What follows belongs to an exercise in optimizing a design on an open flow for small area, a short achievable clock period and few clock cycles; a production flow would make more cautious choices.
At most, simulation tests tie the RTL to the original design; equivalence was not proved.
Power and IR drop assume default switching activity.

== blue ==
## alu_core
module alu_core (
    input  wire        clk,
    input  wire        rst,         
    input  wire        cmd_valid,
    output wire        cmd_ready,
    input  wire [31:0] cmd,
    input  wire [3:0]  rd_idx,
    output wire [15:0] rd_data,
    output wire [3:0]  flags        
);
Size in the first run: about 2,400 cells after synthesis, about 330 flip-flops, roughly 60 I/O pins.
clock: 10.0 ns
lec_check: 0
cap_margin: 20
core_margin: 2
core_utilization: 55
cts_buf_list: sky130_fd_sc_hd__clkbuf_4 sky130_fd_sc_hd__clkbuf_8
cts_cluster_size: 20
place_density: 0.68
setup_slack_margin: 4
slew_margin: 20
standard.sh (not shown) runs the stock make flow with config.mk's settings and CLKGATE_MAP_FILE= SYNTH_SCRIPT=/design/flow/synth_recipe.tcl, a recipe that flattens the netlist after the stock synthesis.
==> flow/flow/run.sh <==
#!/bin/bash
# Standard ORFS layout, with the port buffers made from plain buffers (buf_4)
# instead of the delay cells buffer_ports picks by default, and with timing
# repair free to resize cells across footprints.
set -euo pipefail
export BUFFER_PORTS_ARGS="-buffer_cell sky130_fd_sc_hd__buf_4"
bash standard.sh MATCH_CELL_FOOTPRINT=0 "BUFFER_PORTS_ARGS=-buffer_cell sky130_fd_sc_hd__buf_4" finish > make_finish.log 2>&1
Here is what was changed in the inputs of green compared with blue.
diff --git a/flow/design.v b/flow/design.v
--- a/flow/design.v
+++ b/flow/design.v
@@ -5,13 +5,13 @@
     output wire        cmd_ready,
     input  wire [31:0] cmd,
     input  wire [3:0]  rd_idx,
     output wire [15:0] rd_data,
     output wire [3:0]  flags        
 );
-    function [16:0] add16(input [15:0] x, input [15:0] y, input ci);
+    function [17:0] add16(input [15:0] x, input [15:0] y, input ci);
         reg [15:0] p, g, P, G;
         integer l, k;
         begin
             p = x ^ y; g = x & y;
             G = g; P = p;
             G[1] = g[1] | ((p[1] & x[0]) & y[0]);
@@ -22,13 +22,13 @@
             end
             for (l = 2; l < 16; l = l * 2)
                 for (k = 15; k >= l; k = k - 1) begin
                     G[k] = G[k] | (P[k] & G[k-l]);
                     P[k] = P[k] & P[k-l];
                 end
-            add16 = {G[15], p ^ {G[14:0], 1'b0}};
+            add16 = {G[15], G[14], p ^ {G[14:0], 1'b0}};
         end
     endfunction
     function [17:0] add17(input [16:0] x, input [16:0] y, input ci);
         reg [16:0] p, g, P, G;
         integer l, k;
         begin
@@ -99,24 +99,22 @@
     wire x_inv  = isSUB | isCMP | isDIV | isINC;
     wire y_b    = isADD | isSUB | isCMP | isDIV;
     wire y_ones = isINC | isDEC | isNEG;
     wire r_inv  = isSUB | isCMP | isINC | isNEG;
     wire [15:0] X = A ^ {16{x_inv}};
     wire [15:0] Y = ({16{y_b}} & B) | {16{y_ones}};
-    wire [16:0] t = add16(X, Y, 1'b0);
+    wire [17:0] t = add16(X, Y, 1'b0);
     wire [15:0] R = t[15:0] ^ {16{r_inv}};
-    wire        c16 = t[16];
+    wire        c16 = t[17];
+    wire        c15 = t[16];
     wire        a_lt_b = c16;                         
     wire [15:0] pxy = X ^ Y;
     wire        t_z = (pxy == {(X[14:0] | Y[14:0]), 1'b0});
     wire        t_f = &pxy;
     wire        r_z = r_inv ? t_f : t_z;
-    wire        add_of = isADD ? ((A[15] ~^ B[15]) & (R[15] ^ A[15])) :
-                         (isSUB | isCMP) ? ((A[15] ^ B[15]) & (R[15] ^ A[15])) :
-                         isINC ? (!A[15] & R[15]) :
-                         (A[15] & (isDEC ^ R[15]));    
+    wire        add_of = c15 ^ c16;
     wire        n16   = |imm[15:4];                   
     wire [3:0]  amt   = isSH  ? (n16 ? 4'd0 : imm[3:0]) :
                         isROT ? imm[3:0] : 4'd0;
     wire        left  = isSHL | isROL;
     wire [3:0]  r     = left ? (4'd0 - amt) : amt;
     wire [31:0] rr    = {A, A} >> r;
Results
- Compared with blue, in green sequential power moved up, utilization now smaller, adder-cell area share of the yosys netlist level.
- Diff blue -> green: routing usage on met1 increased by 0.43 points relative to the old numbers; hold slack decreased by 0.057 ns relative to the old numbers.
Testbench counts of green, summed over its fixed seeds: cycles 5,283.
Only the layout flow was run in blue; the RTL was not checked for function there.

==> afterwards: timing with drivers on the ports <==
Ports are ideal in the flow. The routed layouts listed here were re-timed in OpenROAD.
Step 1 sets driving cells, clkbuf_16 on the clock port and buf_2 on the other inputs (assumed; they add their load-dependent delay and slew).
Step 2 times the ports against the registers' clock, not the clock port: input delays grow and output delays shrink by t, the midpoint of the rising clock arrivals with the driver on.
a / b / c = ideal / step 1 / step 2; a / b = the first two.
run	t (ns)	setup WS [ns]	slew at the worst register clock pin (ns)
blue	0.721	3.493 / 3.309 / 2.588	0.08 / 0.08
green	0.725	3.981 / 3.844 / 3.119	0.07 / 0.07
After both steps setup and hold are still met in every run listed. For blue, which loses most, drivers alone change the setup slack by -0.184 ns; drivers and shift together by -0.905 ns.
